This design comes from an exercise in tuning for small area, a short achievable clock period and few clock cycles per item on the open sky130 flow, not from production work. Function was checked by simulation only, so behaviour that the tests miss may differ from the original.

Setup of indigo:
// biquad_cascade
module biquad_cascade (
    input  wire               clk,
    input  wire               rst,         
    input  wire               coef_we,
    input  wire signed [15:0] coef_b0,
    input  wire signed [15:0] coef_b1,
    input  wire signed [15:0] coef_b2,
    input  wire signed [15:0] coef_a1,
    input  wire signed [15:0] coef_a2,
    input  wire        [2:0]  coef_nst,    
    input  wire               in_valid,
    output wire               in_ready,
    input  wire signed [15:0] in_data,
    output reg                out_valid,
    output reg  signed [15:0] out_data
);
    reg [15:0] b0, b1, b2, a1, a2;
    reg [2:0]  nst;
    reg [15:0] h00, h01, h02;
    reg [15:0] h10, h11, h12;
    reg [15:0] h20, h21, h22;
    reg [15:0] h30, h31, h32;
    reg [15:0] h40, h41;
    reg [3:0]  pend;       
    reg [1:0]  slot;
    reg [3:0]  isel;       
    reg [3:0]  bsel;       
    reg        blast;      
    reg        rdy;
    reg        clr;        
    assign in_ready = rdy;
    wire [15:0] opx0 = ({16{isel[0]}} & h00) | ({16{isel[1]}} & h10) |
                       ({16{isel[2]}} & h20) | ({16{isel[3]}} & h30);
    wire [15:0] opx1 = ({16{isel[0]}} & h01) | ({16{isel[1]}} & h11) |
                       ({16{isel[2]}} & h21) | ({16{isel[3]}} & h31);
    wire [15:0] opx2 = ({16{isel[0]}} & h02) | ({16{isel[1]}} & h12) |
                       ({16{isel[2]}} & h22) | ({16{isel[3]}} & h32);
    wire [15:0] opy1 = ({16{isel[0]}} & h10) | ({16{isel[1]}} & h20) |
                       ({16{isel[2]}} & h30) | ({16{isel[3]}} & h40);
    wire [15:0] opy2 = ({16{isel[0]}} & h11) | ({16{isel[1]}} & h21) |
  ...
Size: about 4800 cells after synthesis, about 540 flip-flops, ~120 I/O pins, about 0.046 mm2 of cells after synthesis.
clock: 16.0 ns
lec_check: 0
abc_area: 1
cap_margin: 20
core_margin: 2
core_utilization: 65
cts_cluster_diameter: 100
cts_cluster_size: 22
slew_margin: 20
synth_hierarchical: 1
standard.sh (not shown) runs the stock make flow with config.mk's settings and CLKGATE_MAP_FILE= SYNTH_SCRIPT=/design/flow/synth_recipe.tcl, a recipe that flattens the netlist after the stock synthesis.
==> flow/flow/run.sh <==
#!/bin/bash
set -euo pipefail
MARGIN=$(cat flow/margin.txt)
bash standard.sh SETUP_SLACK_MARGIN=$MARGIN \
    "BUFFER_PORTS_ARGS=-buffer_cell sky130_fd_sc_hd__buf_2" finish > flow_standard.log 2>&1
==> flow/flow/margin.txt <==
11.0
indigo finished every stage and its layout cleared the timing, DRC and antenna checks.
Testbench counts of indigo, summed over its fixed seeds: cycles 18,059, samples 6,144.
For zinc, these inputs were changed with respect to indigo:
Settings: CTS_CLUSTER_SIZE removed (was 22); CTS_CLUSTER_DIAMETER removed (was 100); CORE_UTILIZATION changed from 65 to 55.
==> flow/flow/margin.txt <==
10.7
## What came out
- Going from indigo to zinc, detailed-route wire length per cell +0.81%; cell area after layout +1.2%.
- The sequential share of layout area number comes out higher for indigo vs zinc.
- In zinc the largest net degree at the start of global routing turned out 11 lower than in indigo.
- zinc vs indigo, layout-stage area growth over the synthesis result went up by 1.4 points.
- Final weighted congestion in routability-driven placement shrinks by a few percent when moving from indigo to zinc.
- | number of nets in the layout | lower: zinc |
> inputs changed (zinc -> cedar)
Settings: swapping 55 for 65 in CORE_UTILIZATION; putting CTS_CLUSTER_SIZE at 22 where nothing was set; putting CTS_CLUSTER_DIAMETER at 100 where nothing was set.
==> flow/flow/margin.txt <==
11.2
Notes after the runs:
cedar: full flow OK, the timing, DRC and antenna checks passed
Cmp cedar and zinc / starting density of the core / higher: cedar
As far as wire length is concerned, zinc and cedar perform about the same.
Row count ended up 9 lower on cedar than on zinc.
zinc → cedar: global routing usage on met2 now larger; number of cells on the worst reg-to-reg path increased 2; cell area after layout shows no meaningful change.
zinc -> cedar: via count of the routed design increased by a few percent
Sequential share of cell area essentially unchanged between cedar and zinc.
Against zinc as the reference, cedar delivers a higher critical path depth.
The following lists how delta was set up differently from cedar:
Settings: CTS_CLUSTER_SIZE changed from 22 to 25.
==> flow/flow/margin.txt <==
11.0
--- outcome ---
- Compared with cedar, in delta final instance count without filler cells went down by 60, critical path depth in cells went up by 6, global-route usage went down by 1.4 points.
- Comparing cedar with delta, the clock insertion delay at the later pin of the skew report came out essentially unchanged.
- Diff cedar..delta | fraction of synthesis flops using an asynchronous set or reset pin | negligible
- The area added between synthesis and finish of delta falls short of that of cedar by 2.1 points.
- In delta, the cell area after layout came out about 2% below the value in cedar.
- In the reports for delta and cedar, the larger largest fanout of any net on the critical path belongs to delta.

* * *

biquad_cascade, a different RTL version from the one above (not shown whole).
For scale: about 5,400 cells after synthesis, roughly 440 flip-flops, roughly 120 I/O pins, ~47,000 sq um of cells after synthesis.
export LEC_CHECK = 0
export ABC_AREA = 1
export CAP_MARGIN = 20
export CORE_MARGIN = 2
export CORE_UTILIZATION = 40
export SLEW_MARGIN = 20
create_clock -name core_clock -period 16.0 [get_ports {clk}]
run.sh (not shown) runs the stock make flow with config.mk's settings and CLKGATE_MAP_FILE= SYNTH_SCRIPT=/design/flow/synth_recipe.tcl, a recipe that flattens the netlist after the stock synthesis.
Stock flow here: none of the scripts above is used.
Testbench counts at the start, summed over its fixed seeds: cycles 18,236, samples 6,144.
Next try:
==> flow/flow/run.sh (new file) <==
#!/bin/bash
set -euo pipefail
MARGIN=$(cat flow/margin.txt)
bash standard.sh SETUP_SLACK_MARGIN=$MARGIN finish > flow_standard.log 2>&1
==> flow/flow/margin.txt (new file) <==
10.5
==> flow/standard.sh (new file) <==
#!/bin/bash
# synth_recipe.tcl (not shown) runs the flow's synth.tcl, then flattens the netlist and writes it again
# the make line also repeats each setting of config.mk as NAME=value (left out here)
make -C /OpenROAD-flow-scripts/flow DESIGN_CONFIG=/design/flow/config.mk WORK_HOME=/design/flow/orfs CLKGATE_MAP_FILE= SYNTH_SCRIPT=/design/flow/synth_recipe.tcl "${@:-finish}"
- ABC_AREA: 1 -> not set
removed: flow/run.sh
Result: The changed run completed with no timing, DRC or antenna violations; maximum frequency increases by about a fifth; via count increases by well over a third; wire length increases by well over a third; final area increases by well over a third; first-iteration DRC count increases by well over a third; synthesized area increases by a quarter to a third.

* * *

biquad_cascade with an RTL version that a note above also has.
For scale: roughly 540 flip-flops, ~120 I/O pins, roughly 46000 µm² of cells after synthesis.
## biquad_cascade
module biquad_cascade (
    input  wire               clk,
    input  wire               rst,         
    input  wire               coef_we,
    input  wire signed [15:0] coef_b0,
    input  wire signed [15:0] coef_b1,
    input  wire signed [15:0] coef_b2,
    input  wire signed [15:0] coef_a1,
    input  wire signed [15:0] coef_a2,
    input  wire        [2:0]  coef_nst,    
    input  wire               in_valid,
    output wire               in_ready,
    input  wire signed [15:0] in_data,
    output reg                out_valid,
    output reg  signed [15:0] out_data
);
clock: 16.0 ns
lec_check: 0
abc_area: 1
cap_margin: 20
core_margin: 2
core_utilization: 65
cts_cluster_diameter: 100
cts_cluster_size: 22
slew_margin: 20
synth_hierarchical: 1
standard.sh (not shown) runs the stock make flow with config.mk's settings and CLKGATE_MAP_FILE= SYNTH_SCRIPT=/design/flow/synth_recipe.tcl, a recipe that flattens the netlist after the stock synthesis.
==> flow/flow/run.sh <==
#!/bin/bash
set -euo pipefail
MARGIN=$(cat flow/margin.txt)
bash standard.sh SETUP_SLACK_MARGIN=$MARGIN \
    "BUFFER_PORTS_ARGS=-buffer_cell sky130_fd_sc_hd__buf_2" finish > flow_standard.log 2>&1
==> flow/flow/margin.txt <==
11.45
The starting point produced a clean layout.
Testbench counts at the start, summed over its fixed seeds: cycles 18,059, samples 6,144.
Change:
==> flow/flow/margin.txt (replaced) <==
11.0
--- a/flow/config.mk
+++ b/flow/config.mk
@@ -11,4 +11,3 @@
 export CORE_UTILIZATION = 65
-export CTS_CLUSTER_DIAMETER = 100
-export CTS_CLUSTER_SIZE = 22
+export CTS_BUF_LIST = sky130_fd_sc_hd__clkbuf_8
 export SLEW_MARGIN = 20
=>
- The changed run completed with no timing, DRC or antenna violations
- final cell count fell by about 1.6%
- synthesized cell count stays the same
- first-iteration DRC count decreases by 3.9%
- register-to-register slack degrades by 0.37 ns
- utilization is lower by 3.4 points

* * *

== run A ==
Starting RTL as in the previous note.
clock: 16.0 ns
lec_check: 0
abc_area: 1
cap_margin: 20
core_margin: 2
core_utilization: 65
cts_cluster_diameter: 100
cts_cluster_size: 22
slew_margin: 20
synth_hierarchical: 1
==> flow/flow/margin.txt <==
11.3
Scripts as last shown in full above: flow/flow/run.sh
Testbench counts of run A, summed over its fixed seeds: cycles 18,059, samples 6,144.
Input changes introduced in run B (baseline for comparison: run A):
# run A
export LEC_CHECK = 0
export ABC_AREA = 1
export CAP_MARGIN = 20
export CORE_MARGIN = 2
export CORE_UTILIZATION = 65
export CTS_CLUSTER_DIAMETER = 100
export CTS_CLUSTER_SIZE = 22
export SLEW_MARGIN = 20
export SYNTH_HIERARCHICAL = 1
create_clock -name core_clock -period 16.0 [get_ports {clk}]
# run B
export LEC_CHECK = 0
export ABC_AREA = 1
export CAP_MARGIN = 20
export CORE_MARGIN = 2
export CORE_UTILIZATION = 65
export SLEW_MARGIN = 20
export SYNTH_HIERARCHICAL = 1
create_clock -name core_clock -period 16.0 [get_ports {clk}]
==> flow/flow/margin.txt <==
11.0
--- outcome ---
- Run B packs its core looser than run A.
- Looking at count of clock-net buffers in the final layout, run B sits about 80% above run A.
- Wire length of the first global-routing pass in run B is 2.0% below run A.
Relative to run B, the following input files were edited for run C:
# run B
export LEC_CHECK = 0
export ABC_AREA = 1
export CAP_MARGIN = 20
export CORE_MARGIN = 2
export CORE_UTILIZATION = 65
export SLEW_MARGIN = 20
export SYNTH_HIERARCHICAL = 1
create_clock -name core_clock -period 16.0 [get_ports {clk}]
# run C
export LEC_CHECK = 0
export ABC_AREA = 1
export CAP_MARGIN = 20
export CORE_MARGIN = 2
export CORE_UTILIZATION = 55
export SLEW_MARGIN = 20
export SYNTH_HIERARCHICAL = 1
create_clock -name core_clock -period 16.0 [get_ports {clk}]
==> flow/flow/run.sh <==
#!/bin/bash
set -euo pipefail
MARGIN=$(cat flow/margin.txt)
bash standard.sh SETUP_SLACK_MARGIN=$MARGIN finish > flow_standard.log 2>&1
==> flow/flow/margin.txt <==
11.4
### Flow results
In the reports for run C and run B, the larger timing-limited maximum frequency belongs to run C. Looking at die area, run C sits 18% higher than run B does. Per the final summary, run C finished and its layout is clean on timing, DRC and antenna. Wire: run C routes more than run B. Via count of the first global-routing pass: higher on run C.

* * *

## red
biquad_cascade, a different RTL version from the one above (not shown whole).
For scale: roughly 4800 cells after synthesis, about 540 flip-flops, about 120 I/O pins.
Settings: LEC_CHECK=0, ABC_AREA=1, CAP_MARGIN=20, CORE_MARGIN=2, CORE_UTILIZATION=72, SLEW_MARGIN=20, SYNTH_HIERARCHICAL=1; clock period 16.0 ns.
==> flow/flow/run.sh <==
#!/bin/bash
set -euo pipefail
MARGIN=$(cat flow/margin.txt)
bash standard.sh SETUP_SLACK_MARGIN=$MARGIN \
    "BUFFER_PORTS_ARGS=-buffer_cell sky130_fd_sc_hd__buf_2" finish > flow_standard.log 2>&1
==> flow/flow/margin.txt <==
11.1
Per the final summary, red finished and its layout is clean on timing, DRC and antenna.
Testbench counts of red, summed over its fixed seeds: cycles 18,059, samples 6,144.
--- input diff red..blue ---
- a change of CORE_UTILIZATION from 72 to 65
==> flow/flow/margin.txt <==
11.0
Notes after the runs:
[blue vs red] length of the first detailed-routing pass in iterations: higher in blue
blue against red: worst-case hold slack fell 0.0063 ns.

==> what the ideal ports hide <==
The results above use ideal ports. As a check the final layouts listed here were re-extracted and re-timed, cells and wires unchanged.
Step 1 assumes that a clkbuf_16 drives the clock port and a buf_2 every other input.
Step 2 adds t to the input delays and takes it off the output delays; t is the mean of the earliest and latest rising clock arrival at the registers after step 1. Input paths then give back, and output paths get back, about the clock's delay inside the block.
Three values: ideal ports, drivers, drivers and shift; two values: the first two.
run | t, ns | setup WS [ns] | worst setup path at the end | latest minus earliest clock arrival (ns)
indigo | 0.671 | 10.945 / 10.945 / 10.945 | register to register | 0.031 / 0.030
zinc | 0.728 | 10.792 / 10.792 / 10.792 | register to register | 0.060 / 0.059
cedar | 0.738 | 11.149 / 11.149 / 10.865 | input to register | 0.025 / 0.025
delta | 0.716 | 10.950 / 10.950 / 10.950 | register to register | 0.051 / 0.051
the first run of note 2 | 0.759 | 8.940 / 8.940 / 8.940 | register to register | 0.044 / 0.044
the second run of note 2 | 0.792 | 10.042 / 10.042 / 10.042 | register to register | 0.108 / 0.107
the first run of note 3 | 0.738 | 11.312 / 11.312 / 10.921 | input to register | 0.037 / 0.037
the second run of note 3 | 0.807 | 10.941 / 10.941 / 10.941 | register to register | 0.083 / 0.083
run A | 0.737 | 11.283 / 11.283 / 10.720 | input to register | 0.035 / 0.034
run B | 0.709 | 10.995 / 10.995 / 10.995 | register to register | 0.041 / 0.040
run C | 0.745 | 11.289 / 11.289 / 10.819 | input to register | 0.068 / 0.068
red | 0.725 | 10.870 / 10.870 / 10.870 | register to register | 0.072 / 0.072
blue | 0.726 | 10.924 / 10.924 / 10.924 | register to register | 0.060 / 0.061
After both steps setup and hold are still met in every run listed. For run A, which loses most, drivers alone change the setup slack by 0.000 ns; drivers and shift together by -0.563 ns.
